Context: an optimization exercise on an open-source flow, tuned for small area and few clock cycles per item. The choices shown serve that exercise and are no tape-out recipe. No functional check of the RTL was part of any run shown here. No activity file was given, so power comes from the tool's default toggle rates.

$ cat flow/run.sh
#!/bin/bash
# synth_recipe.tcl (not shown) runs the flow's synth.tcl, then flattens the netlist and writes it again
# the make line also repeats each setting of config.mk as NAME=value (left out here)
make -C /OpenROAD-flow-scripts/flow DESIGN_CONFIG=/design/flow/config.mk WORK_HOME=/design/flow/orfs CLKGATE_MAP_FILE= SYNTH_SCRIPT=/design/flow/synth_recipe.tcl finish
$ cat flow/config.mk
export PLATFORM = sky130hd
export DESIGN_NAME = ax5031_qunit
export DESIGN_NICKNAME = ax5031_qunit
export VERILOG_FILES = /design/flow/design.v
export SDC_FILE = /design/flow/constraint.sdc
export NUM_CORES = 4
export LEC_CHECK = 0
export CAP_MARGIN = 20
export CORE_MARGIN = 2
export CORE_UTILIZATION = 40
export PLACE_DENSITY = 0.6
export SLEW_MARGIN = 20
export SYNTH_HIERARCHICAL = 1
export SYNTH_MINIMUM_KEEP_SIZE = 0
$ cat flow/constraint.sdc
create_clock -name core_clock -period 10.0 [get_ports {clk}]
set_input_delay 2.0000 -clock core_clock [delete_from_list [all_inputs] [get_ports {clk}]]
set_output_delay 2.0000 -clock core_clock [all_outputs]
set_load 0.01 [all_outputs]
$ cat flow/design.v
module ax5031_qunit (
    input  wire        clk,
    input  wire        rst,
    input  wire        in_valid,
    output wire        in_ready,
    input  wire [31:0] in_v,
    output reg         out_valid,
    input  wire        out_ready,
    output wire [32:0] out_q
);
    wire [31:0] nv = ~in_v;
    wire [32:0] q;
    reg  [32:0] q_r;
    assign in_ready = !out_valid || out_ready;
    assign out_q    = q_r;
    always @(posedge clk) begin
        if (rst)
            out_valid <= 1'b0;
        else if (in_ready)
            out_valid <= in_valid;
        if (in_ready && in_valid)
            q_r <= q;
    end
    wire w1, w2;
    qha h1 (.a(in_v[28]), .b(in_v[26]), .s(w1), .co(w2));
    wire w3, w4;
    qfa f1 (.a(in_v[29]), .b(in_v[27]), .c(in_v[24]), .s(w3), .co(w4));
    wire w5, w6;
    qfa f2 (.a(in_v[30]), .b(in_v[28]), .c(in_v[25]), .s(w5), .co(w6));
    wire w7, w8;
    qfa f3 (.a(in_v[31]), .b(in_v[29]), .c(in_v[26]), .s(w7), .co(w8));
    wire w9, w10;
    qha h2 (.a(in_v[30]), .b(in_v[27]), .s(w9), .co(w10));
    wire w11, w12;
    qfa f4 (.a(in_v[31]), .b(in_v[28]), .c(in_v[23]), .s(w11), .co(w12));
    wire w13, w14;
    qha h3 (.a(in_v[29]), .b(in_v[24]), .s(w13), .co(w14));
    wire w15, w16;
    qha h4 (.a(in_v[30]), .b(in_v[25]), .s(w15), .co(w16));
    wire w17, w18;
    qxnor cx1 (.a(in_v[31]), .b(in_v[26]), .y(w17));
    qor co1 (.a(in_v[31]), .b(in_v[26]), .y(w18));
    wire w19, w20;
    qha h5 (.a(in_v[24]), .b(in_v[21]), .s(w19), .co(w20));
    wire w21, w22;
    qfa f5 (.a(in_v[27]), .b(in_v[25]), .c(in_v[22]), .s(w21), .co(w22));
    wire w23, w24;
    qha h6 (.a(in_v[28]), .b(in_v[26]), .s(w23), .co(w24));
    wire w25, w26;
    qfa f6 (.a(in_v[29]), .b(in_v[27]), .c(in_v[24]), .s(w25), .co(w26));
    wire w27, w28;
    qfa f7 (.a(in_v[30]), .b(in_v[28]), .c(in_v[25]), .s(w27), .co(w28));
    wire w29, w30;
    qxnor cx2 (.a(in_v[31]), .b(in_v[29]), .y(w29));
    qor co2 (.a(in_v[31]), .b(in_v[29]), .y(w30));
    wire w31, w32;
    qfa f8 (.a(in_v[26]), .b(nv[24]), .c(nv[19]), .s(w31), .co(w32));
    wire w33, w34;
    qfa f9 (.a(in_v[30]), .b(in_v[27]), .c(nv[25]), .s(w33), .co(w34));
    wire w35, w36;
    qha h7 (.a(nv[20]), .b(in_v[18]), .s(w35), .co(w36));
    wire w37, w38;
    qfa f10 (.a(in_v[31]), .b(in_v[28]), .c(nv[26]), .s(w37), .co(w38));
    wire w39, w40;
    qha h8 (.a(nv[21]), .b(in_v[19]), .s(w39), .co(w40));
    wire w41, w42;
    qxnor cx3 (.a(in_v[29]), .b(nv[27]), .y(w41));
    qor co3 (.a(in_v[29]), .b(nv[27]), .y(w42));
    wire w43, w44;
    qha h9 (.a(nv[22]), .b(in_v[20]), .s(w43), .co(w44));
    wire w45, w46;
    qxnor cx4 (.a(in_v[30]), .b(nv[28]), .y(w45));
    qor co4 (.a(in_v[30]), .b(nv[28]), .y(w46));
    wire w47, w48;
    qfa f11 (.a(nv[23]), .b(in_v[21]), .c(in_v[17]), .s(w47), .co(w48));
    wire w49, w50;
    qxnor cx5 (.a(in_v[31]), .b(nv[29]), .y(w49));
    qor co5 (.a(in_v[31]), .b(nv[29]), .y(w50));
    wire w51, w52;
    qfa f12 (.a(nv[24]), .b(in_v[22]), .c(in_v[18]), .s(w51), .co(w52));
    wire w53, w54;
    qxnor cx6 (.a(nv[30]), .b(nv[25]), .y(w53));
    qor co6 (.a(nv[30]), .b(nv[25]), .y(w54));
    wire w55, w56;
    qha h10 (.a(in_v[23]), .b(in_v[19]), .s(w55), .co(w56));
    wire w57, w58;
    qxnor cx7 (.a(nv[31]), .b(nv[26]), .y(w57));
    qor co7 (.a(nv[31]), .b(nv[26]), .y(w58));
    wire w59, w60;
    qha h11 (.a(in_v[24]), .b(in_v[20]), .s(w59), .co(w60));
    wire w61, w62;
    qha h12 (.a(nv[27]), .b(in_v[25]), .s(w61), .co(w62));
    wire w63 = ~nv[28];
    wire w64 = ~nv[29];
    wire w65 = ~nv[30];
    wire w66 = ~nv[31];
    wire w67, w68;
    qfa f13 (.a(in_v[27]), .b(in_v[25]), .c(in_v[22]), .s(w67), .co(w68));
    wire w69, w70;
    qha h13 (.a(in_v[17]), .b(in_v[15]), .s(w69), .co(w70));
    wire w71, w72;
    qfa f14 (.a(in_v[23]), .b(in_v[18]), .c(in_v[16]), .s(w71), .co(w72));
    wire w73, w74;
    qfa f15 (.a(in_v[13]), .b(nv[11]), .c(nv[6]), .s(w73), .co(w74));
    wire w75, w76;
    qha h14 (.a(in_v[4]), .b(in_v[0]), .s(w75), .co(w76));
    wire w77, w78;
    qfa f16 (.a(in_v[19]), .b(in_v[17]), .c(in_v[14]), .s(w77), .co(w78));
    wire w79, w80;
    qfa f17 (.a(nv[12]), .b(nv[7]), .c(in_v[5]), .s(w79), .co(w80));
    wire w81, w82;
    qfa f18 (.a(in_v[1]), .b(w2), .c(w3), .s(w81), .co(w82));
    wire w83, w84;
    qfa f19 (.a(in_v[20]), .b(in_v[18]), .c(in_v[15]), .s(w83), .co(w84));
    wire w85, w86;
    qfa f20 (.a(nv[13]), .b(nv[8]), .c(in_v[6]), .s(w85), .co(w86));
    wire w87, w88;
    qfa f21 (.a(in_v[2]), .b(w4), .c(w5), .s(w87), .co(w88));
    wire w89, w90;
    qfa f22 (.a(in_v[21]), .b(in_v[19]), .c(in_v[16]), .s(w89), .co(w90));
    wire w91, w92;
    qfa f23 (.a(nv[14]), .b(nv[9]), .c(in_v[7]), .s(w91), .co(w92));
    wire w93, w94;
    qfa f24 (.a(in_v[3]), .b(w6), .c(w7), .s(w93), .co(w94));
    wire w95, w96;
    qfa f25 (.a(in_v[22]), .b(in_v[20]), .c(in_v[17]), .s(w95), .co(w96));
    wire w97, w98;
    qfa f26 (.a(nv[15]), .b(nv[10]), .c(in_v[8]), .s(w97), .co(w98));
    wire w99, w100;
    qfa f27 (.a(in_v[4]), .b(w9), .c(w8), .s(w99), .co(w100));
    wire w101, w102;
    qfa f28 (.a(in_v[21]), .b(in_v[18]), .c(nv[16]), .s(w101), .co(w102));
    wire w103, w104;
    qfa f29 (.a(nv[11]), .b(in_v[9]), .c(in_v[5]), .s(w103), .co(w104));
    wire w105, w106;
    qfa f30 (.a(in_v[0]), .b(w10), .c(w11), .s(w105), .co(w106));
    wire w107, w108;
    qfa f31 (.a(in_v[22]), .b(in_v[19]), .c(nv[17]), .s(w107), .co(w108));
    wire w109, w110;
    qfa f32 (.a(nv[12]), .b(in_v[10]), .c(in_v[6]), .s(w109), .co(w110));
    wire w111, w112;
    qfa f33 (.a(in_v[1]), .b(w13), .c(w12), .s(w111), .co(w112));
    wire w113, w114;
    qfa f34 (.a(in_v[23]), .b(in_v[20]), .c(nv[18]), .s(w113), .co(w114));
    wire w115, w116;
    qfa f35 (.a(nv[13]), .b(in_v[11]), .c(in_v[7]), .s(w115), .co(w116));
    wire w117, w118;
    qfa f36 (.a(in_v[2]), .b(w14), .c(w15), .s(w117), .co(w118));
    wire w119, w120;
    qfa f37 (.a(nv[19]), .b(nv[14]), .c(in_v[12]), .s(w119), .co(w120));
    wire w121, w122;
    qfa f38 (.a(in_v[8]), .b(in_v[3]), .c(nv[0]), .s(w121), .co(w122));
    wire w123, w124;
    qfa f39 (.a(w16), .b(w19), .c(w17), .s(w123), .co(w124));
    wire w125, w126;
    qfa f40 (.a(nv[20]), .b(nv[15]), .c(in_v[13]), .s(w125), .co(w126));
    wire w127, w128;
    qfa f41 (.a(in_v[9]), .b(in_v[4]), .c(nv[1]), .s(w127), .co(w128));
    wire w129, w130;
    qfa f42 (.a(w20), .b(w21), .c(w18), .s(w129), .co(w130));
    wire w131, w132;
    qfa f43 (.a(in_v[23]), .b(nv[21]), .c(nv[16]), .s(w131), .co(w132));
    wire w133, w134;
    qfa f44 (.a(in_v[14]), .b(in_v[10]), .c(in_v[5]), .s(w133), .co(w134));
    wire w135, w136;
    qfa f45 (.a(nv[2]), .b(w23), .c(w22), .s(w135), .co(w136));
    wire w137, w138;
    qfa f46 (.a(nv[22]), .b(nv[17]), .c(in_v[15]), .s(w137), .co(w138));
    wire w139, w140;
    qfa f47 (.a(in_v[11]), .b(in_v[6]), .c(nv[3]), .s(w139), .co(w140));
    wire w141, w142;
    qfa f48 (.a(in_v[0]), .b(w24), .c(w25), .s(w141), .co(w142));
    wire w143, w144;
    qfa f49 (.a(nv[23]), .b(nv[18]), .c(in_v[16]), .s(w143), .co(w144));
    wire w145, w146;
    qfa f50 (.a(in_v[12]), .b(in_v[7]), .c(nv[4]), .s(w145), .co(w146));
    wire w147, w148;
    qfa f51 (.a(in_v[1]), .b(w26), .c(w27), .s(w147), .co(w148));
    wire w149, w150;
    qfa f52 (.a(in_v[17]), .b(in_v[13]), .c(in_v[8]), .s(w149), .co(w150));
    wire w151, w152;
    qfa f53 (.a(nv[5]), .b(in_v[2]), .c(nv[0]), .s(w151), .co(w152));
    wire w153, w154;
    qfa f54 (.a(w28), .b(w31), .c(w29), .s(w153), .co(w154));
    wire w155, w156;
    qfa f55 (.a(in_v[14]), .b(in_v[9]), .c(nv[6]), .s(w155), .co(w156));
    wire w157, w158;
    qfa f56 (.a(in_v[3]), .b(nv[1]), .c(w35), .s(w157), .co(w158));
    wire w159, w160;
    qfa f57 (.a(w32), .b(w33), .c(w30), .s(w159), .co(w160));
    wire w161, w162;
    qfa f58 (.a(in_v[15]), .b(in_v[10]), .c(nv[7]), .s(w161), .co(w162));
    wire w163, w164;
    qfa f59 (.a(in_v[4]), .b(nv[2]), .c(w36), .s(w163), .co(w164));
    wire w165, w166;
    qfa f60 (.a(w39), .b(w34), .c(w37), .s(w165), .co(w166));
    wire w167, w168;
    qfa f61 (.a(in_v[16]), .b(in_v[11]), .c(nv[8]), .s(w167), .co(w168));
    wire w169, w170;
    qfa f62 (.a(in_v[5]), .b(nv[3]), .c(w40), .s(w169), .co(w170));
    wire w171, w172;
    qfa f63 (.a(w43), .b(w38), .c(w41), .s(w171), .co(w172));
    wire w173, w174;
    qfa f64 (.a(in_v[12]), .b(nv[9]), .c(in_v[6]), .s(w173), .co(w174));
    wire w175, w176;
    qfa f65 (.a(nv[4]), .b(nv[0]), .c(w44), .s(w175), .co(w176));
    wire w177, w178;
    qfa f66 (.a(w47), .b(w42), .c(w45), .s(w177), .co(w178));
    wire w179, w180;
    qfa f67 (.a(in_v[13]), .b(nv[10]), .c(in_v[7]), .s(w179), .co(w180));
    wire w181, w182;
    qfa f68 (.a(nv[5]), .b(nv[1]), .c(w48), .s(w181), .co(w182));
    wire w183, w184;
    qfa f69 (.a(w51), .b(w46), .c(w49), .s(w183), .co(w184));
    wire w185, w186;
    qfa f70 (.a(in_v[14]), .b(nv[11]), .c(in_v[8]), .s(w185), .co(w186));
    wire w187, w188;
    qfa f71 (.a(nv[6]), .b(nv[2]), .c(w55), .s(w187), .co(w188));
    wire w189, w190;
    qfa f72 (.a(w52), .b(w50), .c(w53), .s(w189), .co(w190));
    wire w191, w192;
    qfa f73 (.a(in_v[15]), .b(nv[12]), .c(in_v[9]), .s(w191), .co(w192));
    wire w193, w194;
    qfa f74 (.a(nv[7]), .b(nv[3]), .c(w56), .s(w193), .co(w194));
    wire w195, w196;
    qfa f75 (.a(w59), .b(w54), .c(w57), .s(w195), .co(w196));
    wire w197, w198;
    qfa f76 (.a(in_v[21]), .b(in_v[16]), .c(nv[13]), .s(w197), .co(w198));
    wire w199, w200;
    qfa f77 (.a(in_v[10]), .b(nv[8]), .c(nv[4]), .s(w199), .co(w200));
    wire w201, w202;
    qfa f78 (.a(w60), .b(w61), .c(w58), .s(w201), .co(w202));
    wire w203, w204;
    qfa f79 (.a(in_v[26]), .b(in_v[22]), .c(in_v[17]), .s(w203), .co(w204));
    wire w205, w206;
    qfa f80 (.a(nv[14]), .b(in_v[11]), .c(nv[9]), .s(w205), .co(w206));
    wire w207, w208;
    qfa f81 (.a(nv[5]), .b(w62), .c(w63), .s(w207), .co(w208));
    wire w209, w210;
    qfa f82 (.a(in_v[27]), .b(in_v[23]), .c(in_v[18]), .s(w209), .co(w210));
    wire w211, w212;
    qfa f83 (.a(nv[15]), .b(in_v[12]), .c(nv[10]), .s(w211), .co(w212));
    wire w213, w214;
    qfa f84 (.a(nv[6]), .b(nv[28]), .c(w64), .s(w213), .co(w214));
    wire w215, w216;
    qfa f85 (.a(in_v[28]), .b(in_v[24]), .c(in_v[19]), .s(w215), .co(w216));
    wire w217, w218;
    qfa f86 (.a(nv[16]), .b(in_v[13]), .c(nv[11]), .s(w217), .co(w218));
    wire w219, w220;
    qfa f87 (.a(nv[7]), .b(nv[29]), .c(w65), .s(w219), .co(w220));
    wire w221, w222;
    qfa f88 (.a(in_v[29]), .b(in_v[25]), .c(in_v[20]), .s(w221), .co(w222));
    wire w223, w224;
    qfa f89 (.a(nv[17]), .b(in_v[14]), .c(nv[12]), .s(w223), .co(w224));
    wire w225, w226;
    qfa f90 (.a(nv[8]), .b(nv[30]), .c(w66), .s(w225), .co(w226));
    wire w227, w228;
    qfa f91 (.a(in_v[30]), .b(in_v[26]), .c(in_v[21]), .s(w227), .co(w228));
    wire w229, w230;
    qfa f92 (.a(nv[18]), .b(in_v[15]), .c(nv[13]), .s(w229), .co(w230));
    wire w231, w232;
    qha h15 (.a(nv[9]), .b(nv[31]), .s(w231), .co(w232));
    wire w233, w234;
    qxnor cx8 (.a(in_v[31]), .b(in_v[27]), .y(w233));
    qor co8 (.a(in_v[31]), .b(in_v[27]), .y(w234));
    wire w235, w236;
    qfa f93 (.a(in_v[22]), .b(nv[19]), .c(in_v[16]), .s(w235), .co(w236));
    wire w237, w238;
    qha h16 (.a(nv[14]), .b(nv[10]), .s(w237), .co(w238));
    wire w239, w240;
    qxnor cx9 (.a(in_v[28]), .b(in_v[23]), .y(w239));
    qor co9 (.a(in_v[28]), .b(in_v[23]), .y(w240));
    wire w241, w242;
    qfa f94 (.a(nv[20]), .b(in_v[17]), .c(nv[15]), .s(w241), .co(w242));
    wire w243, w244;
    qxnor cx10 (.a(in_v[29]), .b(in_v[24]), .y(w243));
    qor co10 (.a(in_v[29]), .b(in_v[24]), .y(w244));
    wire w245, w246;
    qha h17 (.a(nv[21]), .b(in_v[18]), .s(w245), .co(w246));
    wire w247, w248;
    qxnor cx11 (.a(in_v[30]), .b(in_v[25]), .y(w247));
    qor co11 (.a(in_v[30]), .b(in_v[25]), .y(w248));
    wire w249, w250;
    qha h18 (.a(nv[22]), .b(in_v[19]), .s(w249), .co(w250));
    wire w251, w252;
    qxnor cx12 (.a(in_v[31]), .b(in_v[26]), .y(w251));
    qor co12 (.a(in_v[31]), .b(in_v[26]), .y(w252));
    wire w253, w254;
    qha h19 (.a(nv[23]), .b(in_v[20]), .s(w253), .co(w254));
    wire w255, w256;
    qxnor cx13 (.a(in_v[27]), .b(nv[24]), .y(w255));
    qor co13 (.a(in_v[27]), .b(nv[24]), .y(w256));
    wire w257 = ~in_v[28];
    wire w258 = ~in_v[29];
    wire w259 = ~in_v[30];
    wire w260 = ~in_v[31];
    wire w261, w262;
    qfa f95 (.a(in_v[12]), .b(nv[10]), .c(nv[5]), .s(w261), .co(w262));
    wire w263, w264;
    qfa f96 (.a(w70), .b(w75), .c(w1), .s(w263), .co(w264));
    wire w265, w266;
    qha h20 (.a(w68), .b(w71), .s(w265), .co(w266));
    wire w267, w268;
    qfa f97 (.a(w76), .b(w72), .c(w74), .s(w267), .co(w268));
    wire w269, w270;
    qfa f98 (.a(w77), .b(w79), .c(w81), .s(w269), .co(w270));
    wire w271, w272;
    qfa f99 (.a(w78), .b(w80), .c(w83), .s(w271), .co(w272));
    wire w273, w274;
    qfa f100 (.a(w85), .b(w82), .c(w87), .s(w273), .co(w274));
    wire w275, w276;
    qfa f101 (.a(w84), .b(w86), .c(w89), .s(w275), .co(w276));
    wire w277, w278;
    qfa f102 (.a(w91), .b(w88), .c(w93), .s(w277), .co(w278));
    wire w279, w280;
    qfa f103 (.a(w90), .b(w92), .c(w95), .s(w279), .co(w280));
    wire w281, w282;
    qfa f104 (.a(w97), .b(w94), .c(w99), .s(w281), .co(w282));
    wire w283, w284;
    qfa f105 (.a(w96), .b(w98), .c(w101), .s(w283), .co(w284));
    wire w285, w286;
    qfa f106 (.a(w103), .b(w100), .c(w105), .s(w285), .co(w286));
    wire w287, w288;
    qfa f107 (.a(w102), .b(w104), .c(w107), .s(w287), .co(w288));
    wire w289, w290;
    qfa f108 (.a(w109), .b(w106), .c(w111), .s(w289), .co(w290));
    wire w291, w292;
    qfa f109 (.a(w108), .b(w110), .c(w113), .s(w291), .co(w292));
    wire w293, w294;
    qfa f110 (.a(w115), .b(w112), .c(w117), .s(w293), .co(w294));
    wire w295, w296;
    qfa f111 (.a(w114), .b(w116), .c(w119), .s(w295), .co(w296));
    wire w297, w298;
    qfa f112 (.a(w121), .b(w118), .c(w123), .s(w297), .co(w298));
    wire w299, w300;
    qfa f113 (.a(w120), .b(w122), .c(w125), .s(w299), .co(w300));
    wire w301, w302;
    qfa f114 (.a(w127), .b(w129), .c(w124), .s(w301), .co(w302));
    wire w303, w304;
    qfa f115 (.a(w126), .b(w128), .c(w131), .s(w303), .co(w304));
    wire w305, w306;
    qfa f116 (.a(w133), .b(w135), .c(w130), .s(w305), .co(w306));
    wire w307, w308;
    qfa f117 (.a(w132), .b(w134), .c(w137), .s(w307), .co(w308));
    wire w309, w310;
    qfa f118 (.a(w139), .b(w136), .c(w141), .s(w309), .co(w310));
    wire w311, w312;
    qfa f119 (.a(w138), .b(w140), .c(w143), .s(w311), .co(w312));
    wire w313, w314;
    qfa f120 (.a(w145), .b(w142), .c(w147), .s(w313), .co(w314));
    wire w315, w316;
    qfa f121 (.a(w144), .b(w146), .c(w149), .s(w315), .co(w316));
    wire w317, w318;
    qfa f122 (.a(w151), .b(w148), .c(w153), .s(w317), .co(w318));
    wire w319, w320;
    qfa f123 (.a(w150), .b(w152), .c(w155), .s(w319), .co(w320));
    wire w321, w322;
    qfa f124 (.a(w157), .b(w159), .c(w154), .s(w321), .co(w322));
    wire w323, w324;
    qfa f125 (.a(w156), .b(w161), .c(w158), .s(w323), .co(w324));
    wire w325, w326;
    qfa f126 (.a(w163), .b(w165), .c(w160), .s(w325), .co(w326));
    wire w327, w328;
    qfa f127 (.a(w162), .b(w167), .c(w164), .s(w327), .co(w328));
    wire w329, w330;
    qfa f128 (.a(w169), .b(w166), .c(w171), .s(w329), .co(w330));
    wire w331, w332;
    qfa f129 (.a(w168), .b(w173), .c(w170), .s(w331), .co(w332));
    wire w333, w334;
    qfa f130 (.a(w175), .b(w172), .c(w177), .s(w333), .co(w334));
    wire w335, w336;
    qfa f131 (.a(w174), .b(w179), .c(w176), .s(w335), .co(w336));
    wire w337, w338;
    qfa f132 (.a(w181), .b(w178), .c(w183), .s(w337), .co(w338));
    wire w339, w340;
    qfa f133 (.a(w180), .b(w185), .c(w182), .s(w339), .co(w340));
    wire w341, w342;
    qfa f134 (.a(w187), .b(w184), .c(w189), .s(w341), .co(w342));
    wire w343, w344;
    qfa f135 (.a(w186), .b(w191), .c(w188), .s(w343), .co(w344));
    wire w345, w346;
    qfa f136 (.a(w193), .b(w190), .c(w195), .s(w345), .co(w346));
    wire w347, w348;
    qfa f137 (.a(w192), .b(w197), .c(w199), .s(w347), .co(w348));
    wire w349, w350;
    qfa f138 (.a(w194), .b(w201), .c(w196), .s(w349), .co(w350));
    wire w351, w352;
    qfa f139 (.a(w198), .b(w200), .c(w203), .s(w351), .co(w352));
    wire w353, w354;
    qfa f140 (.a(w205), .b(w207), .c(w202), .s(w353), .co(w354));
    wire w355, w356;
    qfa f141 (.a(w204), .b(w206), .c(w209), .s(w355), .co(w356));
    wire w357, w358;
    qfa f142 (.a(w211), .b(w208), .c(w213), .s(w357), .co(w358));
    wire w359, w360;
    qfa f143 (.a(w210), .b(w212), .c(w215), .s(w359), .co(w360));
    wire w361, w362;
    qfa f144 (.a(w217), .b(w214), .c(w219), .s(w361), .co(w362));
    wire w363, w364;
    qfa f145 (.a(w216), .b(w218), .c(w221), .s(w363), .co(w364));
    wire w365, w366;
    qfa f146 (.a(w223), .b(w220), .c(w225), .s(w365), .co(w366));
    wire w367, w368;
    qfa f147 (.a(w222), .b(w224), .c(w227), .s(w367), .co(w368));
    wire w369, w370;
    qfa f148 (.a(w229), .b(w231), .c(w226), .s(w369), .co(w370));
    wire w371, w372;
    qfa f149 (.a(w237), .b(w228), .c(w230), .s(w371), .co(w372));
    wire w373, w374;
    qfa f150 (.a(w235), .b(w232), .c(w233), .s(w373), .co(w374));
    wire w375, w376;
    qfa f151 (.a(nv[11]), .b(w238), .c(w236), .s(w375), .co(w376));
    wire w377, w378;
    qfa f152 (.a(w241), .b(w234), .c(w239), .s(w377), .co(w378));
    wire w379, w380;
    qfa f153 (.a(nv[16]), .b(nv[12]), .c(w245), .s(w379), .co(w380));
    wire w381, w382;
    qfa f154 (.a(w242), .b(w240), .c(w243), .s(w381), .co(w382));
    wire w383, w384;
    qfa f155 (.a(nv[17]), .b(nv[13]), .c(w246), .s(w383), .co(w384));
    wire w385, w386;
    qfa f156 (.a(w249), .b(w244), .c(w247), .s(w385), .co(w386));
    wire w387, w388;
    qfa f157 (.a(nv[18]), .b(nv[14]), .c(w250), .s(w387), .co(w388));
    wire w389, w390;
    qfa f158 (.a(w253), .b(w248), .c(w251), .s(w389), .co(w390));
    wire w391, w392;
    qfa f159 (.a(in_v[21]), .b(nv[19]), .c(nv[15]), .s(w391), .co(w392));
    wire w393, w394;
    qfa f160 (.a(w254), .b(w252), .c(w255), .s(w393), .co(w394));
    wire w395, w396;
    qfa f161 (.a(nv[25]), .b(in_v[22]), .c(nv[20]), .s(w395), .co(w396));
    wire w397, w398;
    qfa f162 (.a(nv[16]), .b(w257), .c(w256), .s(w397), .co(w398));
    wire w399, w400;
    qfa f163 (.a(nv[26]), .b(in_v[23]), .c(nv[21]), .s(w399), .co(w400));
    wire w401, w402;
    qfa f164 (.a(nv[17]), .b(in_v[28]), .c(w258), .s(w401), .co(w402));
    wire w403, w404;
    qfa f165 (.a(nv[27]), .b(in_v[24]), .c(nv[22]), .s(w403), .co(w404));
    wire w405, w406;
    qfa f166 (.a(nv[18]), .b(in_v[29]), .c(w259), .s(w405), .co(w406));
    wire w407, w408;
    qfa f167 (.a(nv[28]), .b(in_v[25]), .c(nv[23]), .s(w407), .co(w408));
    wire w409, w410;
    qfa f168 (.a(nv[19]), .b(in_v[30]), .c(w260), .s(w409), .co(w410));
    wire w411, w412;
    qxnor cx14 (.a(nv[29]), .b(in_v[26]), .y(w411));
    qor co14 (.a(nv[29]), .b(in_v[26]), .y(w412));
    wire w413, w414;
    qfa f169 (.a(nv[24]), .b(nv[20]), .c(in_v[31]), .s(w413), .co(w414));
    wire w415, w416;
    qxnor cx15 (.a(nv[30]), .b(in_v[27]), .y(w415));
    qor co15 (.a(nv[30]), .b(in_v[27]), .y(w416));
    wire w417, w418;
    qha h21 (.a(nv[25]), .b(nv[21]), .s(w417), .co(w418));
    wire w419, w420;
    qxnor cx16 (.a(nv[31]), .b(in_v[28]), .y(w419));
    qor co16 (.a(nv[31]), .b(in_v[28]), .y(w420));
    wire w421, w422;
    qha h22 (.a(nv[26]), .b(nv[22]), .s(w421), .co(w422));
    wire w423, w424;
    qha h23 (.a(in_v[29]), .b(nv[27]), .s(w423), .co(w424));
    wire w425 = ~in_v[30];
    wire w426 = ~in_v[31];
    wire w427, w428;
    qha h24 (.a(in_v[3]), .b(w69), .s(w427), .co(w428));
    wire w429, w430;
    qfa f170 (.a(w262), .b(w73), .c(w263), .s(w429), .co(w430));
    wire w431, w432;
    qfa f171 (.a(w264), .b(w266), .c(w267), .s(w431), .co(w432));
    wire w433, w434;
    qfa f172 (.a(w268), .b(w271), .c(w270), .s(w433), .co(w434));
    wire w435, w436;
    qfa f173 (.a(w272), .b(w275), .c(w274), .s(w435), .co(w436));
    wire w437, w438;
    qfa f174 (.a(w276), .b(w279), .c(w278), .s(w437), .co(w438));
    wire w439, w440;
    qfa f175 (.a(w280), .b(w283), .c(w282), .s(w439), .co(w440));
    wire w441, w442;
    qfa f176 (.a(w284), .b(w287), .c(w286), .s(w441), .co(w442));
    wire w443, w444;
    qfa f177 (.a(w288), .b(w291), .c(w293), .s(w443), .co(w444));
    wire w445, w446;
    qfa f178 (.a(w292), .b(w295), .c(w294), .s(w445), .co(w446));
    wire w447, w448;
    qfa f179 (.a(w296), .b(w299), .c(w298), .s(w447), .co(w448));
    wire w449, w450;
    qfa f180 (.a(w300), .b(w303), .c(w302), .s(w449), .co(w450));
    wire w451, w452;
    qfa f181 (.a(w304), .b(w307), .c(w309), .s(w451), .co(w452));
    wire w453, w454;
    qfa f182 (.a(w308), .b(w311), .c(w310), .s(w453), .co(w454));
    wire w455, w456;
    qfa f183 (.a(w312), .b(w315), .c(w314), .s(w455), .co(w456));
    wire w457, w458;
    qfa f184 (.a(w316), .b(w319), .c(w318), .s(w457), .co(w458));
    wire w459, w460;
    qfa f185 (.a(w320), .b(w323), .c(w322), .s(w459), .co(w460));
    wire w461, w462;
    qfa f186 (.a(w324), .b(w327), .c(w326), .s(w461), .co(w462));
    wire w463, w464;
    qfa f187 (.a(w328), .b(w331), .c(w330), .s(w463), .co(w464));
    wire w465, w466;
    qfa f188 (.a(w332), .b(w335), .c(w334), .s(w465), .co(w466));
    wire w467, w468;
    qfa f189 (.a(w336), .b(w339), .c(w338), .s(w467), .co(w468));
    wire w469, w470;
    qfa f190 (.a(w343), .b(w340), .c(w342), .s(w469), .co(w470));
    wire w471, w472;
    qfa f191 (.a(w347), .b(w344), .c(w346), .s(w471), .co(w472));
    wire w473, w474;
    qfa f192 (.a(w348), .b(w351), .c(w350), .s(w473), .co(w474));
    wire w475, w476;
    qfa f193 (.a(w352), .b(w355), .c(w357), .s(w475), .co(w476));
    wire w477, w478;
    qfa f194 (.a(w356), .b(w359), .c(w358), .s(w477), .co(w478));
    wire w479, w480;
    qfa f195 (.a(w360), .b(w363), .c(w362), .s(w479), .co(w480));
    wire w481, w482;
    qfa f196 (.a(w364), .b(w367), .c(w369), .s(w481), .co(w482));
    wire w483, w484;
    qfa f197 (.a(w368), .b(w371), .c(w370), .s(w483), .co(w484));
    wire w485, w486;
    qfa f198 (.a(w372), .b(w375), .c(w374), .s(w485), .co(w486));
    wire w487, w488;
    qfa f199 (.a(w376), .b(w379), .c(w378), .s(w487), .co(w488));
    wire w489, w490;
    qfa f200 (.a(w380), .b(w383), .c(w382), .s(w489), .co(w490));
    wire w491, w492;
    qfa f201 (.a(w384), .b(w387), .c(w386), .s(w491), .co(w492));
    wire w493, w494;
    qfa f202 (.a(w391), .b(w388), .c(w390), .s(w493), .co(w494));
    wire w495, w496;
    qfa f203 (.a(w392), .b(w395), .c(w397), .s(w495), .co(w496));
    wire w497, w498;
    qfa f204 (.a(w396), .b(w399), .c(w401), .s(w497), .co(w498));
    wire w499, w500;
    qfa f205 (.a(w400), .b(w403), .c(w402), .s(w499), .co(w500));
    wire w501, w502;
    qfa f206 (.a(w404), .b(w407), .c(w406), .s(w501), .co(w502));
    wire w503, w504;
    qfa f207 (.a(w408), .b(w410), .c(w413), .s(w503), .co(w504));
    wire w505, w506;
    qfa f208 (.a(w417), .b(w414), .c(w412), .s(w505), .co(w506));
    wire w507, w508;
    qfa f209 (.a(w418), .b(w421), .c(w416), .s(w507), .co(w508));
    wire w509, w510;
    qfa f210 (.a(nv[23]), .b(w422), .c(w423), .s(w509), .co(w510));
    wire w511, w512;
    qfa f211 (.a(nv[28]), .b(nv[24]), .c(w424), .s(w511), .co(w512));
    wire w513, w514;
    qfa f212 (.a(nv[29]), .b(nv[25]), .c(in_v[30]), .s(w513), .co(w514));
    wire w515, w516;
    qxnor cx17 (.a(nv[30]), .b(nv[26]), .y(w515));
    qor co17 (.a(nv[30]), .b(nv[26]), .y(w516));
    wire w517 = ~nv[31];
    wire w518, w519;
    qha h25 (.a(w261), .b(w67), .s(w518), .co(w519));
    wire w520, w521;
    qfa f213 (.a(w428), .b(w265), .c(w429), .s(w520), .co(w521));
    wire w522, w523;
    qfa f214 (.a(w430), .b(w431), .c(w269), .s(w522), .co(w523));
    wire w524, w525;
    qfa f215 (.a(w432), .b(w273), .c(w433), .s(w524), .co(w525));
    wire w526, w527;
    qfa f216 (.a(w277), .b(w434), .c(w435), .s(w526), .co(w527));
    wire w528, w529;
    qfa f217 (.a(w281), .b(w436), .c(w437), .s(w528), .co(w529));
    wire w530, w531;
    qfa f218 (.a(w285), .b(w438), .c(w439), .s(w530), .co(w531));
    wire w532, w533;
    qfa f219 (.a(w289), .b(w440), .c(w441), .s(w532), .co(w533));
    wire w534, w535;
    qfa f220 (.a(w290), .b(w443), .c(w442), .s(w534), .co(w535));
    wire w536, w537;
    qfa f221 (.a(w444), .b(w445), .c(w297), .s(w536), .co(w537));
    wire w538, w539;
    qfa f222 (.a(w446), .b(w301), .c(w447), .s(w538), .co(w539));
    wire w540, w541;
    qfa f223 (.a(w305), .b(w448), .c(w449), .s(w540), .co(w541));
    wire w542, w543;
    qfa f224 (.a(w306), .b(w451), .c(w450), .s(w542), .co(w543));
    wire w544, w545;
    qfa f225 (.a(w313), .b(w453), .c(w452), .s(w544), .co(w545));
    wire w546, w547;
    qfa f226 (.a(w317), .b(w454), .c(w455), .s(w546), .co(w547));
    wire w548, w549;
    qfa f227 (.a(w321), .b(w456), .c(w457), .s(w548), .co(w549));
    wire w550, w551;
    qfa f228 (.a(w325), .b(w458), .c(w459), .s(w550), .co(w551));
    wire w552, w553;
    qfa f229 (.a(w329), .b(w460), .c(w461), .s(w552), .co(w553));
    wire w554, w555;
    qfa f230 (.a(w333), .b(w462), .c(w463), .s(w554), .co(w555));
    wire w556, w557;
    qfa f231 (.a(w337), .b(w464), .c(w465), .s(w556), .co(w557));
    wire w558, w559;
    qfa f232 (.a(w341), .b(w466), .c(w467), .s(w558), .co(w559));
    wire w560, w561;
    qfa f233 (.a(w345), .b(w468), .c(w469), .s(w560), .co(w561));
    wire w562, w563;
    qfa f234 (.a(w349), .b(w470), .c(w471), .s(w562), .co(w563));
    wire w564, w565;
    qfa f235 (.a(w353), .b(w472), .c(w473), .s(w564), .co(w565));
    wire w566, w567;
    qfa f236 (.a(w354), .b(w475), .c(w474), .s(w566), .co(w567));
    wire w568, w569;
    qfa f237 (.a(w361), .b(w476), .c(w477), .s(w568), .co(w569));
    wire w570, w571;
    qfa f238 (.a(w365), .b(w478), .c(w479), .s(w570), .co(w571));
    wire w572, w573;
    qfa f239 (.a(w366), .b(w480), .c(w481), .s(w572), .co(w573));
    wire w574, w575;
    qfa f240 (.a(w373), .b(w482), .c(w483), .s(w574), .co(w575));
    wire w576, w577;
    qfa f241 (.a(w377), .b(w484), .c(w485), .s(w576), .co(w577));
    wire w578, w579;
    qfa f242 (.a(w381), .b(w486), .c(w487), .s(w578), .co(w579));
    wire w580, w581;
    qfa f243 (.a(w385), .b(w488), .c(w489), .s(w580), .co(w581));
    wire w582, w583;
    qfa f244 (.a(w389), .b(w490), .c(w491), .s(w582), .co(w583));
    wire w584, w585;
    qfa f245 (.a(w393), .b(w492), .c(w493), .s(w584), .co(w585));
    wire w586, w587;
    qfa f246 (.a(w394), .b(w494), .c(w495), .s(w586), .co(w587));
    wire w588, w589;
    qfa f247 (.a(w398), .b(w497), .c(w496), .s(w588), .co(w589));
    wire w590, w591;
    qfa f248 (.a(w405), .b(w499), .c(w498), .s(w590), .co(w591));
    wire w592, w593;
    qfa f249 (.a(w409), .b(w500), .c(w501), .s(w592), .co(w593));
    wire w594, w595;
    qfa f250 (.a(w411), .b(w502), .c(w503), .s(w594), .co(w595));
    wire w596, w597;
    qfa f251 (.a(w415), .b(w504), .c(w505), .s(w596), .co(w597));
    wire w598, w599;
    qfa f252 (.a(w419), .b(w506), .c(w507), .s(w598), .co(w599));
    wire w600, w601;
    qfa f253 (.a(w420), .b(w509), .c(w508), .s(w600), .co(w601));
    wire w602, w603;
    qfa f254 (.a(w425), .b(w510), .c(w511), .s(w602), .co(w603));
    wire w604, w605;
    qfa f255 (.a(w426), .b(w512), .c(w513), .s(w604), .co(w605));
    wire w606, w607;
    qfa f256 (.a(in_v[31]), .b(w514), .c(w515), .s(w606), .co(w607));
    wire w608, w609;
    qfa f257 (.a(nv[27]), .b(w517), .c(w516), .s(w608), .co(w609));
    wire w610, w611;
    qha h26 (.a(nv[28]), .b(nv[31]), .s(w610), .co(w611));
    wire w612 = ~nv[29];
    wire w613 = ~nv[30];
    wire w614 = ~nv[31];
    wire [50:0] ra = {nv[31], nv[30], nv[29], w611, w609, w607, w605, w603, w601, w599, w597, w595, w593, w591, w589, w587, w585, w583, w581, w579, w577, w575, w573, w571, w569, w567, w565, w563, w561, w559, w557, w555, w553, w551, w549, w547, w545, w543, w541, w539, w537, w535, w533, w531, w529, w527, w525, w523, w521, w519, w518};
    wire [50:0] rb = {1'b0, w614, w613, w612, w610, w608, w606, w604, w602, w600, w598, w596, w594, w592, w590, w588, w586, w584, w582, w580, w578, w576, w574, w572, w570, w568, w566, w564, w562, w560, w558, w556, w554, w552, w550, w548, w546, w544, w542, w540, w538, w536, w534, w532, w530, w528, w526, w524, w522, w520, w427};
    wire [50:0] sum;
    wire l1c0 = ra[0] & rb[0];
    wire l1c1;
    qmaj lm1_1 (.a(ra[1]), .b(rb[1]), .c(l1c0), .y(l1c1));
    wire l1c2;
    qmaj lm1_2 (.a(ra[2]), .b(rb[2]), .c(l1c1), .y(l1c2));
    wire l1c3;
    qmaj lm1_3 (.a(ra[3]), .b(rb[3]), .c(l1c2), .y(l1c3));
    wire l1c4;
    qmaj lm1_4 (.a(ra[4]), .b(rb[4]), .c(l1c3), .y(l1c4));
    wire l1c5;
    qmaj lm1_5 (.a(ra[5]), .b(rb[5]), .c(l1c4), .y(l1c5));
    wire l2z6 = ra[6] & rb[6];
    wire l2o6 = ra[6] | rb[6];
    wire l2z7, l2o7;
    qmaj lz2_7 (.a(ra[7]), .b(rb[7]), .c(l2z6), .y(l2z7));
    qmaj lo2_7 (.a(ra[7]), .b(rb[7]), .c(l2o6), .y(l2o7));
    wire l2z8, l2o8;
    qmaj lz2_8 (.a(ra[8]), .b(rb[8]), .c(l2z7), .y(l2z8));
    qmaj lo2_8 (.a(ra[8]), .b(rb[8]), .c(l2o7), .y(l2o8));
    wire l2z9, l2o9;
    qmaj lz2_9 (.a(ra[9]), .b(rb[9]), .c(l2z8), .y(l2z9));
    qmaj lo2_9 (.a(ra[9]), .b(rb[9]), .c(l2o8), .y(l2o9));
    wire l2z10, l2o10;
    qmaj lz2_10 (.a(ra[10]), .b(rb[10]), .c(l2z9), .y(l2z10));
    qmaj lo2_10 (.a(ra[10]), .b(rb[10]), .c(l2o9), .y(l2o10));
    wire l2z11, l2o11;
    qmaj lz2_11 (.a(ra[11]), .b(rb[11]), .c(l2z10), .y(l2z11));
    qmaj lo2_11 (.a(ra[11]), .b(rb[11]), .c(l2o10), .y(l2o11));
    wire lc2 = l2z11 | (l1c5 & l2o11);
    wire l3z12 = ra[12] & rb[12];
    wire l3o12 = ra[12] | rb[12];
    wire l3z13, l3o13;
    qmaj lz3_13 (.a(ra[13]), .b(rb[13]), .c(l3z12), .y(l3z13));
    qmaj lo3_13 (.a(ra[13]), .b(rb[13]), .c(l3o12), .y(l3o13));
    wire l3z14, l3o14;
    qmaj lz3_14 (.a(ra[14]), .b(rb[14]), .c(l3z13), .y(l3z14));
    qmaj lo3_14 (.a(ra[14]), .b(rb[14]), .c(l3o13), .y(l3o14));
    wire l3z15, l3o15;
    qmaj lz3_15 (.a(ra[15]), .b(rb[15]), .c(l3z14), .y(l3z15));
    qmaj lo3_15 (.a(ra[15]), .b(rb[15]), .c(l3o14), .y(l3o15));
    wire l3z16, l3o16;
    qmaj lz3_16 (.a(ra[16]), .b(rb[16]), .c(l3z15), .y(l3z16));
    qmaj lo3_16 (.a(ra[16]), .b(rb[16]), .c(l3o15), .y(l3o16));
    wire l3z17, l3o17;
    qmaj lz3_17 (.a(ra[17]), .b(rb[17]), .c(l3z16), .y(l3z17));
    qmaj lo3_17 (.a(ra[17]), .b(rb[17]), .c(l3o16), .y(l3o17));
    wire lc3 = l3z17 | (lc2 & l3o17);
    wire b4s18, b4c18;
    qha bh4_18 (.a(ra[18]), .b(rb[18]), .s(b4s18), .co(b4c18));
    wire b4s19, b4c19;
    qfa bf4_19 (.a(ra[19]), .b(rb[19]), .c(b4c18), .s(b4s19), .co(b4c19));
    wire b4s20, b4c20;
    qfa bf4_20 (.a(ra[20]), .b(rb[20]), .c(b4c19), .s(b4s20), .co(b4c20));
    wire b4s21, b4c21;
    qfa bf4_21 (.a(ra[21]), .b(rb[21]), .c(b4c20), .s(b4s21), .co(b4c21));
    wire b4s22, b4c22;
    qfa bf4_22 (.a(ra[22]), .b(rb[22]), .c(b4c21), .s(b4s22), .co(b4c22));
    assign sum[18] = b4s18 ^ lc3;
    assign sum[19] = b4s19 ^ (lc3 & b4s18);
    wire b4p19 = b4s18 & b4s19;
    assign sum[20] = b4s20 ^ (lc3 & b4p19);
    wire b4p20 = b4p19 & b4s20;
    assign sum[21] = b4s21 ^ (lc3 & b4p20);
    wire b4p21 = b4p20 & b4s21;
    assign sum[22] = b4s22 ^ (lc3 & b4p21);
    wire b4p22 = b4p21 & b4s22;
    wire bc4 = b4c22 | (lc3 & b4p22);
    wire b5s23, b5c23;
    qha bh5_23 (.a(ra[23]), .b(rb[23]), .s(b5s23), .co(b5c23));
    wire b5s24, b5c24;
    qfa bf5_24 (.a(ra[24]), .b(rb[24]), .c(b5c23), .s(b5s24), .co(b5c24));
    wire b5s25, b5c25;
    qfa bf5_25 (.a(ra[25]), .b(rb[25]), .c(b5c24), .s(b5s25), .co(b5c25));
    wire b5s26, b5c26;
    qfa bf5_26 (.a(ra[26]), .b(rb[26]), .c(b5c25), .s(b5s26), .co(b5c26));
    wire b5s27, b5c27;
    qfa bf5_27 (.a(ra[27]), .b(rb[27]), .c(b5c26), .s(b5s27), .co(b5c27));
    assign sum[23] = b5s23 ^ bc4;
    assign sum[24] = b5s24 ^ (bc4 & b5s23);
    wire b5p24 = b5s23 & b5s24;
    assign sum[25] = b5s25 ^ (bc4 & b5p24);
    wire b5p25 = b5p24 & b5s25;
    assign sum[26] = b5s26 ^ (bc4 & b5p25);
    wire b5p26 = b5p25 & b5s26;
    assign sum[27] = b5s27 ^ (bc4 & b5p26);
    wire b5p27 = b5p26 & b5s27;
    wire bc5 = b5c27 | (bc4 & b5p27);
    wire b6s28, b6c28;
    qha bh6_28 (.a(ra[28]), .b(rb[28]), .s(b6s28), .co(b6c28));
    wire b6s29, b6c29;
    qfa bf6_29 (.a(ra[29]), .b(rb[29]), .c(b6c28), .s(b6s29), .co(b6c29));
    wire b6s30, b6c30;
    qfa bf6_30 (.a(ra[30]), .b(rb[30]), .c(b6c29), .s(b6s30), .co(b6c30));
    wire b6s31, b6c31;
    qfa bf6_31 (.a(ra[31]), .b(rb[31]), .c(b6c30), .s(b6s31), .co(b6c31));
    wire b6s32, b6c32;
    qfa bf6_32 (.a(ra[32]), .b(rb[32]), .c(b6c31), .s(b6s32), .co(b6c32));
    assign sum[28] = b6s28 ^ bc5;
    assign sum[29] = b6s29 ^ (bc5 & b6s28);
    wire b6p29 = b6s28 & b6s29;
    assign sum[30] = b6s30 ^ (bc5 & b6p29);
    wire b6p30 = b6p29 & b6s30;
    assign sum[31] = b6s31 ^ (bc5 & b6p30);
    wire b6p31 = b6p30 & b6s31;
    assign sum[32] = b6s32 ^ (bc5 & b6p31);
    wire b6p32 = b6p31 & b6s32;
    wire bc6 = b6c32 | (bc5 & b6p32);
    wire b7s33, b7c33;
    qha bh7_33 (.a(ra[33]), .b(rb[33]), .s(b7s33), .co(b7c33));
    wire b7s34, b7c34;
    qfa bf7_34 (.a(ra[34]), .b(rb[34]), .c(b7c33), .s(b7s34), .co(b7c34));
    wire b7s35, b7c35;
    qfa bf7_35 (.a(ra[35]), .b(rb[35]), .c(b7c34), .s(b7s35), .co(b7c35));
    wire b7s36, b7c36;
    qfa bf7_36 (.a(ra[36]), .b(rb[36]), .c(b7c35), .s(b7s36), .co(b7c36));
    wire b7s37, b7c37;
    qfa bf7_37 (.a(ra[37]), .b(rb[37]), .c(b7c36), .s(b7s37), .co(b7c37));
    assign sum[33] = b7s33 ^ bc6;
    assign sum[34] = b7s34 ^ (bc6 & b7s33);
    wire b7p34 = b7s33 & b7s34;
    assign sum[35] = b7s35 ^ (bc6 & b7p34);
    wire b7p35 = b7p34 & b7s35;
    assign sum[36] = b7s36 ^ (bc6 & b7p35);
    wire b7p36 = b7p35 & b7s36;
    assign sum[37] = b7s37 ^ (bc6 & b7p36);
    wire b7p37 = b7p36 & b7s37;
    wire bc7 = b7c37 | (bc6 & b7p37);
    wire b8s38, b8c38;
    qha bh8_38 (.a(ra[38]), .b(rb[38]), .s(b8s38), .co(b8c38));
    wire b8s39, b8c39;
    qfa bf8_39 (.a(ra[39]), .b(rb[39]), .c(b8c38), .s(b8s39), .co(b8c39));
    wire b8s40, b8c40;
    qfa bf8_40 (.a(ra[40]), .b(rb[40]), .c(b8c39), .s(b8s40), .co(b8c40));
    wire b8s41, b8c41;
    qfa bf8_41 (.a(ra[41]), .b(rb[41]), .c(b8c40), .s(b8s41), .co(b8c41));
    wire b8s42, b8c42;
    qfa bf8_42 (.a(ra[42]), .b(rb[42]), .c(b8c41), .s(b8s42), .co(b8c42));
    assign sum[38] = b8s38 ^ bc7;
    assign sum[39] = b8s39 ^ (bc7 & b8s38);
    wire b8p39 = b8s38 & b8s39;
    assign sum[40] = b8s40 ^ (bc7 & b8p39);
    wire b8p40 = b8p39 & b8s40;
    assign sum[41] = b8s41 ^ (bc7 & b8p40);
    wire b8p41 = b8p40 & b8s41;
    assign sum[42] = b8s42 ^ (bc7 & b8p41);
    wire b8p42 = b8p41 & b8s42;
    wire bc8 = b8c42 | (bc7 & b8p42);
    wire b9s43, b9c43;
    qha bh9_43 (.a(ra[43]), .b(rb[43]), .s(b9s43), .co(b9c43));
    wire b9s44, b9c44;
    qfa bf9_44 (.a(ra[44]), .b(rb[44]), .c(b9c43), .s(b9s44), .co(b9c44));
    wire b9s45, b9c45;
    qfa bf9_45 (.a(ra[45]), .b(rb[45]), .c(b9c44), .s(b9s45), .co(b9c45));
    wire b9s46, b9c46;
    qfa bf9_46 (.a(ra[46]), .b(rb[46]), .c(b9c45), .s(b9s46), .co(b9c46));
    assign sum[43] = b9s43 ^ bc8;
    assign sum[44] = b9s44 ^ (bc8 & b9s43);
    wire b9p44 = b9s43 & b9s44;
    assign sum[45] = b9s45 ^ (bc8 & b9p44);
    wire b9p45 = b9p44 & b9s45;
    assign sum[46] = b9s46 ^ (bc8 & b9p45);
    wire b9p46 = b9p45 & b9s46;
    wire bc9 = b9c46 | (bc8 & b9p46);
    wire b10s47, b10c47;
    qha bh10_47 (.a(ra[47]), .b(rb[47]), .s(b10s47), .co(b10c47));
    wire b10s48, b10c48;
    qfa bf10_48 (.a(ra[48]), .b(rb[48]), .c(b10c47), .s(b10s48), .co(b10c48));
    wire b10s49, b10c49;
    qfa bf10_49 (.a(ra[49]), .b(rb[49]), .c(b10c48), .s(b10s49), .co(b10c49));
    wire b10s50, b10c50;
    qfa bf10_50 (.a(ra[50]), .b(rb[50]), .c(b10c49), .s(b10s50), .co(b10c50));
    assign sum[47] = b10s47 ^ bc9;
    assign sum[48] = b10s48 ^ (bc9 & b10s47);
    wire b10p48 = b10s47 & b10s48;
    assign sum[49] = b10s49 ^ (bc9 & b10p48);
    wire b10p49 = b10p48 & b10s49;
    assign sum[50] = b10s50 ^ (bc9 & b10p49);
    wire b10p50 = b10p49 & b10s50;
    wire bc10 = b10c50 | (bc9 & b10p50);
    assign q = ~sum[50:18];
endmodule
module qfa (input wire a, input wire b, input wire c, output wire s, output wire co);
    assign s  = a ^ b ^ c;
    assign co = (a & b) | (a & c) | (b & c);
endmodule
module qmaj (input wire a, input wire b, input wire c, output wire y);
    assign y = (a & b) | (a & c) | (b & c);
endmodule
module qxnor (input wire a, input wire b, output wire y);
    assign y = ~(a ^ b);
endmodule
module qor (input wire a, input wire b, output wire y);
    assign y = a | b;
endmodule
module qha (input wire a, input wire b, output wire s, output wire co);
    assign s  = a ^ b;
    assign co = a & b;
endmodule
==> results of run 1 <==
how the worst min path moves through the flow:
stage,depth (start not counted),slack [ns],to,startpoint
final,2,0.53,out_valid,out_valid
after global routing,2,0.58,out_valid,out_valid
after CTS,2,0.54,out_valid,out_valid
after detailed placement,2,0.53,out_valid,out_valid
after global placement,2,0.49,out_valid,out_valid
after floorplan,2,0.59,out_valid,out_valid
layout make-up:
| type | instances | area (um^2) | area share (%) |
|---|---|---|---|
| multi-input cells | 473 | 7355 | 74.45 |
| flip-flops and latches | 34 | 1011 | 10.23 |
| repair buffers | 93 | 873.3 | 8.841 |
| well taps | 275 | 344.1 | 3.483 |
| inverters | 42 | 157.7 | 1.596 |
| clock buffers | 6 | 128.9 | 1.305 |
| clock inverters | 2 | 8.758 | 0.08866 |
layout by cell type, fill, tap and decap left out, drive strengths merged:
cell,Yosys,routed
maj3,25,25
o31ai,1,1
and2,5,5
xor2,13,13
nand2,8,8
clkinv,0,2
xnor2,31,31
nor2b,3,3
nand2b,3,3
nor4,1,1
nor3,1,1
nand3,8,8
o211ai,1,1
inv,42,42
ha,39,39
a21oi,2,2
fa,283,283
a31oi,3,3
a21o,2,2
edfxtp,33,33
and3,5,5
a211oi,1,1
a22o,1,1
buf,0,23
clkdlybuf4s50,0,70
and4,1,1
clkbuf,0,6
or2,19,19
nor2,7,7
dfxtp,1,1
conb,1,1
nand4,5,5
o21ai,3,3
a41oi,1,1
worst min-delay path: stages, from the launching register on:
cell and delay (ns):
dfxtp_1 0.31, nand2b_1 0.10, a21oi_1 0.07
Yosys stat by module (local to each module, per instance):
module        copies in the design  cell area (um^2)
ax5031_qunit                     1              1908
qfa                            283             20.02
qha                             33             12.51
qmaj                            25             11.26
qor                             17             6.256
qxnor                           17             8.758
logic make-up (layout without fill, tap and decap cells):
| kind of cell | count (synthesis) | after routing | synth area share (%) |
|---|---|---|---|
| xor+xnor | 44 | 44 | 4.521 |
| compound gates | 15 | 15 | 1.629 |
| buf+inv | 42 | 143 | 1.850 |
| fa+ha+maj | 347 | 347 | 75.50 |
| other cells | 1 | 1 | 0.04400 |
| simple gates | 66 | 66 | 4.595 |
| flops | 34 | 34 | 11.86 |
state kept, by name (all words and copies together) (netlist names):
name       flops
out_valid      1
q_r           33
routing by layer:
layer  track usage (%)  wire length [um]  vias to the layer above
met3             5.945              1965                       49
li1                  -                 -                     1959
met5                 0                 0                        -
met2             37.21             11460                      196
met4             7.264               677                        0
met1             28.45              8525                     2676
synth_stat cells (4+ instances only):
cell type  count  area [um^2]
xnor2_1       31        271.5
and2_1         5        31.28
nand4_1        4        25.02
and3_1         5        31.28
nand2_1        8        30.03
nor2_1         7        26.28
nand3_1        7        35.03
ha_1          39        488.0
or2_1         17        106.4
edfxtp_1      33        991.0
fa_1         283         5665
xor2_1        13        113.9
inv_1         42        157.7
maj3_2        25        281.5
where the power goes:
group          internal (W)  total, W  switching, W
combinational       0.00138   0.00287       0.00149
clock             0.0000909  0.000145     0.0000545
sequential         0.000372  0.000389     0.0000172
total               0.00184   0.00340       0.00156
per-stage QoR:
step	total power, W	hold WS [ns]	instance area, um^2
global placement	0.003224	0.4931	9741
CTS	0.003454	0.5371	9878
floorplan	0.002497	0.5930	8523
finish	0.003403	0.5321	9878
detailed placement	0.003285	0.5328	9741
global route	0.003788	0.5758	9878
==> metrics.md, run 1 <==
| Metric | Value |
|---|---|
| Detailed Place HPWL | 19250 um |
| Post-CTS Setup Repair Bufs | 0 |
| Dpl ws | 0.9201 ns |
| Post-Place Cells | 917 |
| Final Util | 47.14% |
| Final Hold Viols | 0 |
| Clock latency (worst-skew pair) | 0.28 ns |
| Leak | 3.751 nW |
| Critical Path Start | in_v[26] |
| Reg-to-Reg Start | out_valid |
| I/O Pins | 71 |
| Crit-path cells | clkdlybuf4s50_1, inv_1, fa_1, fa_1, fa_1, fa_1, fa_1, ha_1, fa_1, fa_1, fa_1, fa_1, nand3_1, nor3_2, a21oi_1, nor2b_2, a31oi_1, inv_1, ha_1, xnor2_1 |
| Hold-fix buffers at CTS | 0 |
| WP depth | 20 |
| Worst Tran Pin Value | 0.7839 ns |
| Nets | 1007 |
| # DRC | 0 |
| Layout Cells excl Fill | 925 |
| Gr usage total | 22.30% |
| Tmin final | 8.819 ns |
| GR Overflow Total | 0 |
| Ys flop type | edfxtp_1 |
| Largest net degree at the start of global routing | 34 |
| Slew Viols, Final | 0 |
| Endpoints failing setup | 0 |
| DRT antenna net count | 0 |
| HP Class | register to register |
| CTS Buf Count | 5 |
| DRT Pass-1 Iters | 4 |
| First-pass GRT wire length | 36050 um |
| Placement Rows | 53 |
| Clock Path Buffers | 2 |
| Max incr delay on CP | 0.91 ns |
| RSZ-0062 raised after global routing | false |
| Detailed Route Iter0 Violations | 306 |
| CTS clk-pin slew, worst paths | 0.05 ns |
| Vias in the first global route | 6133 |
| Power density cells | 344.5 nW/um^2 |
| Post-synth EDFFs | 33 |
| Library cells used by synthesis | 37 |
| Die area | 22490 um^2 |
| I/O Buffers | 70 |
| Register-to-register setup slack | 8.70 ns |
| Die height | 150.0 um |
| Status | timing/DRC/antenna clean |
| CP endpoint | q_r[16] |
| Slack of the critical path | 1.181 ns |
| FFs w/ async S/R, synth | 0% |
| Initial antenna violation count | 0 |
| WL/cell | 24.46 um |
| CORE AREA | 20960 um^2 |
| Syn Nets | 907 |
| Maxcap violations | 0 |
| Setup TNS | 0 ns |
| Clock root cell | clkbuf_16 |
| Synth-to-Final Area Change | 15.90% |
| # fillers | 1890 |
| CTS sink cnt | 34 |
| Resize count post-CTS | 0 |
| Crit-path max FO | 8 |
| Seq/Total Area, Yosys | 11.86% |
| Critical path startpoint category | input pin |
| Worst EP arrival | 8.85 ns |
| Yosys warnings | 7 |
| WP data required | 10.03 ns |
| Starting Density | 40.67% |
| Cell Area, Synth | 8523 um^2 |
| CP max-delay cell | clkdlybuf4s50_1 |
| Drt via density | 5.276 |
| R2r worst-path depth | 3 |
| Rel. slew slack | 47.58% |
| R2R Path End | q_r[20] |
| Crit-path leading delay family | adder cells |
| CTS tree | done |
| Crit path buf inv count | 3 |
| Final Cycle Share | 88.19% |
| Via Count | 4880 |
| GP Congestion | 0.9018 |
| Worst clock skew | 0.002291 ns |
| Peak Freq | 113.4 MHz |
| Critical path type | input pin to register |
| Crit path top cell by count | fa_1 |
| H-Tree Depth | 2 |
| Peak VDD IR | 0.2374 mV |
| Setup crit end kind | register |
| FF+latch count, synth | 34 |
| ANT cells | 0 |
| Avg Inst Size Synth | 15.52 um^2 |
| Layout cells sized above 1 | 10.00% |
| Horiz. Die Dim | 150.0 um |
| Drt total wl | 22620 um |
| Gate Count Post-Synth | 549 |
==> run 2, diff against run 1 <==
==> flow/flow/run.sh (new file) <==
#!/bin/bash
# The standard layout (the standard.sh), with the ports buffered by the
# smallest buffer cell instead of ORFS's default choice.
set -euo pipefail
export BUFFER_PORTS_ARGS="-buffer_cell sky130_fd_sc_hd__buf_1"
bash standard.sh > standard_flow.log 2>&1
==> flow/standard.sh (new file) <==
#!/bin/bash
# synth_recipe.tcl (not shown) runs the flow's synth.tcl, then flattens the netlist and writes it again
# the make line also repeats each setting of config.mk as NAME=value (left out here)
make -C /OpenROAD-flow-scripts/flow DESIGN_CONFIG=/design/flow/config.mk WORK_HOME=/design/flow/orfs CLKGATE_MAP_FILE= SYNTH_SCRIPT=/design/flow/synth_recipe.tcl "${@:-finish}"
removed: flow/run.sh
==> metrics.md, run 2 <==
| Metric | Value |
|---|---|
| Power density cells | 354.2 nW/um^2 (was 344.5 nW/um^2) |
| Post-Place Cells | 912 (was 917) |
| ANT cells | 0 (unchanged) |
| Vias in the first global route | 6029 (was 6133) |
| GP Congestion | 0.9914 (was 0.9018) |
| Tmin final | 8.357 ns (was 8.819 ns) |
| FF+latch count, synth | 34 (unchanged) |
| Clock latency (worst-skew pair) | 0.28 ns (about the same) |
| Synth top cells by count | fa_1 (283), inv_1 (42), ha_1 (39) (unchanged) |
| H-Tree Depth | 2 (unchanged) |
| Area leader, netlist | fa_1 (unchanged) |
| Critical path type | input pin to register (unchanged) |
| Clock root cell | clkbuf_16 (unchanged) |
| Gr usage total | 22.21% (was 22.30%) |
| WP data required | 10.03 ns (about the same) |
| Drt total wl | 22470 um (was 22620 um) |
| Starting Density | 40.67% (unchanged) |
| Gate Count Post-Synth | 549 (unchanged) |
| CORE AREA | 20960 um^2 (unchanged) |
| CP max-delay cell | fa_1 (was clkdlybuf4s50_1) |
| HP Class | register to register (unchanged) |
| Critical path startpoint category | input pin (unchanged) |
| Detailed Place HPWL | 19170 um (was 19250 um) |
| Crit-path cells | buf_1, inv_1, fa_1, fa_1, fa_1, fa_1, fa_1, ha_1, fa_1, fa_1, fa_1, fa_1, nand3_1, nor3_2, a21oi_1, nor2b_2, a31oi_1, inv_1, ha_1, xnor2_1 (was clkdlybuf4s50_1, inv_1, fa_1, fa_1, fa_1, fa_1, fa_1, ha_1, fa_1, fa_1, fa_1, fa_1, nand3_1, nor3_2, a21oi_1, nor2b_2, a31oi_1, inv_1, ha_1, xnor2_1) |
| Crit-path max FO | 7 (was 8) |
| CTS Buf Count | 5 (unchanged) |
| I/O Buffers | 70 (unchanged) |
| Maxcap violations | 0 (unchanged) |
| Die height | 150.0 um (unchanged) |
| Worst EP arrival | 8.38 ns (was 8.85 ns) |
| Synth area leaders | fa_1 (66%), edfxtp_1 (12%), ha_1 (5.7%) (unchanged) |
| Status | timing/DRC/antenna clean (unchanged) |
| Post-synth EDFFs | 33 (unchanged) |
| Most frequent cells in the layout | fa_1 (283), buf_1 (70), inv_1 (42) (was fa_1 (283), clkdlybuf4s50_1 (70), inv_1 (42)) |
| Top reg by flops | q_r (unchanged) |
| DRT antenna net count | 0 (unchanged) |
| Yosys warnings | 7 (unchanged) |
| Seq/Total Area, Yosys | 11.86% (unchanged) |
| Setup crit end kind | register (unchanged) |
| WP depth | 20 (unchanged) |
| Nets | 1002 (was 1007) |
| Final Util | 44.88% (was 47.14%) |
| # DRC | 0 (unchanged) |
| Layout Cells excl Fill | 920 (was 925) |
| FF/Latch Area | 1011 um^2 (unchanged) |
| Layout cells sized above 1 | 9.457% (was 10.00%) |
| Most common cell after layout, fill and taps aside | fa_1 (unchanged) |
| Syn Nets | 907 (unchanged) |
| Area occupied by multi-input gates | 7355 um^2 (unchanged) |
| Hold path depth | 2 (unchanged) |
| Horiz. Die Dim | 150.0 um (unchanged) |
| Leak | 3.538 nW (was 3.751 nW) |
| Crit path top cell by count | fa_1 (unchanged) |
| Library cells used by synthesis | 37 (unchanged) |
| Detailed Route Iter0 Violations | 303 (was 306) |
| Post-CTS Setup Repair Bufs | 0 (unchanged) |
| Placement Rows | 53 (unchanged) |
| Final Cycle Share | 83.57% (was 88.19%) |
| Crit-path leading delay family | adder cells (unchanged) |
| Die area | 22490 um^2 (unchanged) |
| Clock Path Buffers | 2 (unchanged) |
| Via Count | 4917 (was 4880) |
| WL/cell | 24.42 um (was 24.46 um) |
| Drt via density | 5.345 (was 5.276) |
| Slew Viols, Final | 0 (unchanged) |
| CTS tree | done (unchanged) |
| Peak Freq | 119.7 MHz (was 113.4 MHz) |
| Endpoints failing setup | 0 (unchanged) |
| RSZ-0062 raised after global routing | false (unchanged) |
| Biggest regs | q_r (33), out_valid (1) (unchanged) |
| First-pass GRT wire length | 35990 um (was 36050 um) |
| Setup TNS | 0 ns (unchanged) |
| Initial antenna violation count | 0 (unchanged) |
| CTS clk-pin slew, worst paths | 0.05 ns (about the same) |
| Largest net degree at the start of global routing | 34 (unchanged) |
| Post-synth top area share | 66.47% (unchanged) |
| FFs w/ async S/R, synth | 0% (unchanged) |
| Avg Inst Size Synth | 15.52 um^2 (unchanged) |
| I/O Pins | 71 (unchanged) |
| CTS sink cnt | 34 (unchanged) |
| # fillers | 1936 (was 1890) |
| Worst Tran Pin Value | 0.8551 ns (was 0.7839 ns) |
| Synth-to-Final Area Change | 10.33% (was 15.90%) |
| Hold-fix buffers at CTS | 0 (unchanged) |
| Final Hold Viols | 0 (unchanged) |
| Crit path buf inv count | 3 (unchanged) |
| Peak VDD IR | 0.2497 mV (was 0.2374 mV) |
| GR Overflow Total | 0 (unchanged) |
| Rel. slew slack | 42.99% (was 47.58%) |
| Max incr delay on CP | 0.59 ns (was 0.91 ns) |
| Resize count post-CTS | 0 (unchanged) |
| Cell Area, Synth | 8523 um^2 (unchanged) |
| DRT Pass-1 Iters | 4 (unchanged) |
| Max FFs per register | 33 (unchanged) |
| Most frequent cell after synthesis | fa_1 (unchanged) |
| R2r worst-path depth | 3 (unchanged) |
| Ys flop type | edfxtp_1 (unchanged) |
| Worst clock skew | 0.001716 ns (was 0.002291 ns) |
run 2: cell count changes in the layout (fill, tap and decap cells not counted), sizes merged:
| cell | before | now |
|---|---|---|
| clkdlybuf4s50 | 70 | 0 |
| buf | 23 | 88 |
run 2: layout make-up:
cell class                 count  share of cell area [%]
inverter                      42                   1.676
timing repair buffer          88                   4.231
clock inverter                 2                  0.1064
multi-input combinational    473                   78.21
sequential                    34                   10.75
tap                          275                   3.659
clock buffer                   6                   1.370
run 2: per-module statistics from Yosys, one instance, submodules excluded:
module,flops+latches,copies in the design,cells,cell area (um^2)
ax5031_qunit,34,1,174,1908
qxnor,0,17,1,8.758
qfa,0,283,1,20.02
qmaj,0,25,1,11.26
qor,0,17,1,6.256
qha,0,33,1,12.51
run 2: path summary, 6_finish.rpt:
path | start | endpoint | slack, ns
worst min register to register | out_valid | out_valid | 0.52
worst min-delay path | out_valid | out_valid | 0.52
worst max register to register | out_valid | q_r[14] | 8.71
worst max-delay path | in_v[26] | q_r[16] | 1.64
run 2: tightest hold or removal path: stages (launching register included):
cell and delay, ns:
dfxtp_1 0.31, nand2b_1 0.10, a21oi_1 0.07
run 2: cell families after synthesis:
group           synth area share [%]
xor+xnor                       4.521
flops                          11.86
simple gates                   4.595
fa+ha+maj                      75.50
buf+inv                        1.850
other cells                  0.04400
compound gates                 1.629
run 2: metal layers:
| layer | vias up | share of wire, % | routed length [um] | global-route usage, % |
|---|---|---|---|---|
| met4 | 0 | 3.0 | 663 | 7.217 |
| met3 | 55 | 8.4 | 1878 | 6.829 |
| met1 | 2688 | 39 | 8687 | 28.59 |
| li1 | 1947 | - | - | - |
| met5 | - | 0 | 0 | 0 |
| met2 | 227 | 50 | 11240 | 36.12 |
run 2: per-stage QoR:
stage / instance area [um^2] / setup WS (ns) / hold WS, ns / power (W)
finish: 9404 / 1.643 / 0.5242 / 0.003331
global route: 9404 / 1.349 / 0.5536 / 0.003720
CTS: 9404 / 1.624 / 0.5270 / 0.003379
detailed placement: 9265 / 1.294 / 0.5232 / 0.003199
global placement: 9265 / 1.471 / 0.4883 / 0.003146
floorplan: 8523 / 2.346 / 0.5930 / 0.002497
run 2: report_power, final:
group | switching, W | internal [W]
combinational | 0.00150 | 0.00129
sequential | 0.0000163 | 0.000371
clock | 0.0000567 | 0.0000913

## separate check: timing with driven ports
How much do the figures lean on ideal ports? The routed layouts below were timed once more, with nothing changed but the port constraints.
Step 1: set_driving_cell puts a clkbuf_16 on clk and a buf_2 on each other input, an assumption about the parent block.
Step 2 also shifts input and output timing later by t, the mid clock arrival at the registers, as if the neighbouring blocks saw the same clock.
Three values: ideal, step 1, step 2; two values: the first two.
run | shift t [ns] | setup slack, ns | hold slack, ns | worst register clock-pin slew, ns
run 1 | 0.315 | 1.181 / 1.193 / 0.878 | 0.532 / 0.532 / 0.532 | 0.05 / 0.05
run 2 | 0.316 | 1.643 / 1.642 / 1.327 | 0.524 / 0.524 / 0.524 | 0.05 / 0.05
After both steps every run listed still meets setup and hold. For run 2, which loses most, drivers alone change the setup slack by -0.001 ns; drivers and shift together by -0.316 ns.
